This design comes from an exercise in tuning for small area, a short achievable clock period and few clock cycles on the open sky130 flow, not from production work.
At most, simulation tests tie the RTL to the original design; equivalence was not proved.

== job 7411 ==
## fm_demod
module fm_demod (
    input  wire        clk,
    input  wire        rst,
    input  wire        cfg_valid,
    output wire        cfg_ready,
    input  wire [15:0] cfg_d,
    input  wire [15:0] cfg_alpha,
    input  wire        in_valid,
    output wire        in_ready,
    input  wire [7:0]  in_i,
    input  wire [7:0]  in_q,
    output reg         out_valid,
    output reg  [15:0] out_pcm
);
Size: roughly 9200 cells after synthesis.
clock: 12.0 ns
lec_check: 0
cap_margin: 20
core_margin: 2
core_utilization: 40
cts_cluster_diameter: 150
cts_cluster_size: 20
slew_margin: 20
standard.sh (not shown) runs the stock make flow with config.mk's settings and CLKGATE_MAP_FILE= SYNTH_SCRIPT=/design/flow/synth_recipe.tcl, a recipe that flattens the netlist after the stock synthesis.
==> flow/flow/run.sh <==
#!/bin/bash
# The standard layout (the standard.sh: standard synthesis, floorplan,
# placement, CTS, routing), with ORFS's repair_timing asked to keep 8 ns of
# setup slack at the 12 ns clock, so that it sizes and buffers the paths down
# towards a 4 ns period instead of stopping once the 12 ns clock is met.
set -euo pipefail
export SETUP_SLACK_MARGIN=8
bash standard.sh finish > standard_make.log 2>&1
test -s out/final.def
Testbench counts of job 7411, summed over its fixed seeds: cycles 40,833.
Relative to job 7411, the following input files were edited for job 7729:
Settings: changing CTS_CLUSTER_DIAMETER from 150 to 100.
### Flow results
The latest clock arrival within the worst-skew pair was comparable across job 7411 and job 7729.
Job 7729 against job 7411: clock buffer instance count of the final layout moved down; total non-filler cell area in the finished layout level.
Looking at job 7411 and job 7729, the share of the clock period used by the worst path is a wash.
Job 7729 against job 7411: share of cells above drive strength 1 has remained practically unchanged, post-layout minimum cycle time shows a reduction of 0.017 ns.
Between job 7411 and job 7729, the difference in via density per instance is negligible.
The critical path's largest stage delay on job 7729 is in line with that on job 7411.
On sequential share of layout area, job 7411 and job 7729 are basically level.
Any difference in cell count between job 7729 and job 7411 is small enough to ignore.
A path type of the worst setup path of reg -> reg is what job 7729 shows, while reg -> out belongs to job 7411.
Modified inputs, job 563 compared to job 7729
==> flow/flow/run.sh <==
#!/bin/bash
# The standard layout (the standard.sh: standard synthesis, floorplan,
# placement, CTS, routing), with ORFS's repair_timing asked to keep 8.2 ns of
# setup slack at the 12 ns clock, so that it sizes and buffers the paths down
# towards a 3.8 ns period instead of stopping once the 12 ns clock is met.
set -euo pipefail
export SETUP_SLACK_MARGIN=8.2
bash standard.sh finish > standard_make.log 2>&1
test -s out/final.def
### Flow results
- No stage failed in job 563, and the final checks on the layout all came back clean.
- Summary of job 563 over job 7729: non-clock buffer count has increased, routed length on met2 went up, multi-input gate area in the final layout picked up an extra about 1.2%.
- Multi-input gate count of job 563 is on par with job 7729.
- Comparing job 563 against job 7729, there is no change at all in count of flip-flops with a built-in enable after synthesis.
- Number of logic stages on the critical path including buffering, job 563 and job 7729: larger value in job 563
- [job 563] wire length rose 1200 um relative to job 7729
- Job 563 ended up with a higher required time at the endpoint of the critical path than job 7729 did.

* * *

fm_demod, a different RTL version from the one above (not shown whole).
For scale: roughly 9300 cells after synthesis, about 1300 flip-flops, about 71 I/O pins.
==> flow/config.mk <==
export PLATFORM = sky130hd
export DESIGN_NAME = fm_demod
export DESIGN_NICKNAME = fm_demod
export VERILOG_FILES = /design/flow/design.v
export SDC_FILE = /design/flow/constraint.sdc
export NUM_CORES = 4
export LEC_CHECK = 0
export CAP_MARGIN = 20
export CORE_MARGIN = 2
export CORE_UTILIZATION = 40
export CTS_CLUSTER_DIAMETER = 100
export CTS_CLUSTER_SIZE = 20
export SLEW_MARGIN = 20
==> flow/constraint.sdc <==
create_clock -name core_clock -period 12.0 [get_ports {clk}]
set_input_delay 2.4000 -clock core_clock [delete_from_list [all_inputs] [get_ports {clk}]]
set_output_delay 2.4000 -clock core_clock [all_outputs]
set_load 0.01 [all_outputs]
==> flow/flow/run.sh <==
#!/bin/bash
# The standard layout (the standard.sh: standard synthesis, floorplan,
# placement, CTS, routing), with ORFS's repair_timing asked to keep 8.5 ns of
# setup slack at the 12 ns clock, so that it sizes and buffers the paths down
# towards a 3.5 ns period instead of stopping once the 12 ns clock is met.
set -euo pipefail
export SETUP_SLACK_MARGIN=8.5
bash standard.sh finish > standard_make.log 2>&1
test -s out/final.def
Testbench counts at the start, summed over its fixed seeds: cycles 40,880.
Next try:
==> flow/flow/run.sh (replaced) <==
#!/bin/bash
# The standard layout (the standard.sh: standard synthesis, floorplan,
# placement, CTS, routing), with ORFS's repair_timing asked to keep 8 ns of
# setup slack at the 12 ns clock, so that it sizes and buffers the paths down
# towards a 4 ns period instead of stopping once the 12 ns clock is met.
set -euo pipefail
export SETUP_SLACK_MARGIN=8
bash standard.sh finish > standard_make.log 2>&1
test -s out/final.def
CORE_UTILIZATION = 55   (was 40)
The changed run ran to the end with no violations. Design area shrinks by a few percent. Critical path depth grows by 1. Count of clock-buffer cells in the layout grows by 4. Synthesized cell count does not change. Die area shrinks by a quarter to a third.
Next try:
CAP_MARGIN = 0   (was 20)
CORE_UTILIZATION = 40   (was 55)
SLEW_MARGIN = 0   (was 20)
Result:
- The new run ran to the end with no violations
- synthesized area stays the same
- utilization goes down by 16 points
- first-iteration DRC count falls by 10%
- clock skew decreases by 18 ps
- setup slack is better by 84 ps
Next try:
CAP_MARGIN = 20   (was 0)
SLEW_MARGIN = 20   (was 0)
Via count barely changes.
Sequential share of layout area stays flat.
First-iteration DRC count rose by 2.1%.
Setup slack is worse by 15 ps.

* * *

== birch ==
Another version of the RTL of fm_demod (not shown whole).
Size: roughly 9500 cells after synthesis, roughly 1300 flip-flops, about 71 I/O pins, roughly 86000 µm² of cells after synthesis.
clock: 12.0 ns
lec_check: 0
cap_margin: 50
core_margin: 2
core_utilization: 40
slew_margin: 80
run.sh (not shown) runs the stock make flow with config.mk's settings and CLKGATE_MAP_FILE= SYNTH_SCRIPT=/design/flow/synth_recipe.tcl, a recipe that flattens the netlist after the stock synthesis.
Stock flow here: none of the scripts above is used.
Relative to birch, the following input files were edited for oak:
-- flow/config.mk --
<<< birch, line 8
export CAP_MARGIN = 50
export CORE_MARGIN = 2
export CORE_UTILIZATION = 40
export SLEW_MARGIN = 80
>>> oak, line 8
export CAP_MARGIN = 50
export CORE_MARGIN = 2
export CORE_UTILIZATION = 60
export CTS_BUF_LIST = sky130_fd_sc_hd__clkbuf_4 sky130_fd_sc_hd__clkbuf_8
export CTS_CLUSTER_SIZE = 30
export PLACE_DENSITY = 0.75
export SLEW_MARGIN = 80
==> run summary <==
- Total wire length in oak is 3.0 mm above birch.
- Higher clock-buffer cell count goes to oak over birch.
- oak — worst hold slack after final layout 9.3 ps lower, birch as reference
Function was not checked in any run of this note: the RTL went through the layout flow alone.

* * *

Setup of v6:
fm_demod, a different RTL version from the one above (not shown whole).
Size: about 9300 cells after synthesis, about 1400 flip-flops, ~86000 um2 of cells after synthesis.
// fm_demod
module fm_demod (
    input  wire        clk,
    input  wire        rst,
    input  wire        cfg_valid,
    output wire        cfg_ready,
    input  wire [15:0] cfg_d,
    input  wire [15:0] cfg_alpha,
    input  wire        in_valid,
    output wire        in_ready,
    input  wire [7:0]  in_i,
    input  wire [7:0]  in_q,
    output reg         out_valid,
    output reg  [15:0] out_pcm
);
    localparam [15:0] REGMASK = 16'b1111111111111110;
    localparam integer NSTG = 15;       
    localparam integer DCYC = 8;        
    localparam integer FB   = 2;        
    localparam integer FCYC = 9;        
    localparam integer WGAP = (DCYC + 1 > FCYC + 1) ? DCYC + 1 : FCYC + 1;
    localparam integer PIPE = 5 + NSTG;             
    localparam integer BUSY = PIPE + 3;    
    localparam integer BCW  = (BUSY < 32) ? 5 : (BUSY < 64) ? 6 : 7;
    reg [15:0] alpha_c;     
    reg [15:0] dv;          
    reg [17:0] d3;          
    reg [15:0] rc;          
    reg [3:0]  gap;         
    reg        in_rdy, cfg_rdy, cfg1, cfg2;
    reg [BCW-1:0] bc;          
    assign in_ready  = in_rdy;
    assign cfg_ready = cfg_rdy;
    wire acc_in  = in_valid & in_rdy;
    wire acc_cfg = cfg_valid & cfg_rdy;
    wire        last_now  = (rc == 16'd1);
    wire        first_now = (rc == dv);
    wire [15:0] dv_fix    = (dv == 16'd0) ? 16'd1 : dv;
    wire [3:0]  gap_inc   = (gap == 4'd15) ? 4'd15 : gap + 4'd1;
  ...
clock: 12.0 ns
lec_check: 0
cap_margin: 20
core_margin: 2
core_utilization: 40
cts_cluster_diameter: 100
cts_cluster_size: 20
slew_margin: 20
standard.sh (not shown) runs the stock make flow with config.mk's settings and CLKGATE_MAP_FILE= SYNTH_SCRIPT=/design/flow/synth_recipe.tcl, a recipe that flattens the netlist after the stock synthesis.
==> flow/flow/run.sh <==
#!/bin/bash
# The standard layout (the standard.sh: standard synthesis, floorplan,
# placement, CTS, routing), with ORFS's repair_timing asked to keep 8 ns of
# setup slack at the 12 ns clock, so that it sizes and buffers the paths down
# towards a 4 ns period instead of stopping once the 12 ns clock is met.
set -euo pipefail
export SETUP_SLACK_MARGIN=8
bash standard.sh finish > standard_make.log 2>&1
test -s out/final.def
v6 reached the end of the flow, and the finished layout is clean on the timing, design-rule and antenna checks.
Testbench counts of v6, summed over its fixed seeds: cycles 40,880.
Inputs modified between v6 and v7:
Settings: CTS_CLUSTER_DIAMETER: 100 -> unset; CTS_CLUSTER_SIZE: 20 -> unset.
Findings:
v7 ended with more via count than v6. After detailed routing, v6 needs less wire than v7.

[static timing again, ports no longer ideal]
The flow's constraints put no driver on any port. The routed layouts listed below were extracted and timed again, unchanged, in two steps.
Step 1: set_driving_cell puts a clkbuf_16 on clk and a buf_2 on each other input, an assumption about the parent block.
Step 2 times the ports against the registers' clock, not the clock port: input delays grow and output delays shrink by t, the midpoint of the rising clock arrivals with the driver on.
Slacks: no drivers / after step 1 / after step 2; pairs: no drivers / after step 1.
run | t (ns) | slack for setup (ns) | worst setup path after step 2
job 7411 | 0.784 | 8.078 / 8.002 / 7.421 | input to register
job 7729 | 0.788 | 8.094 / 8.094 / 7.449 | input to register
job 563 | 0.782 | 8.091 / 8.091 / 7.685 | input to register
the first run of note 2 | 0.786 | 8.274 / 8.274 / 7.864 | input to register
the second run of note 2 | 0.778 | 8.076 / 8.076 / 7.499 | input to register
the third run of note 2 | 0.793 | 8.160 / 8.130 / 7.438 | input to register
the fourth run of note 2 | 0.792 | 8.145 / 8.134 / 7.460 | input to register
birch | 0.866 | 6.163 / 6.163 / 6.163 | register to register
oak | 0.991 | 6.519 / 6.519 / 6.519 | register to register
v6 | 0.830 | 8.040 / 8.040 / 7.451 | input to register
v7 | 0.863 | 8.064 / 8.031 / 7.456 | input to register
After both steps every run listed still meets setup and hold. For the third run of note 2, which loses most, drivers alone change the setup slack by -0.030 ns; drivers and shift together by -0.722 ns.
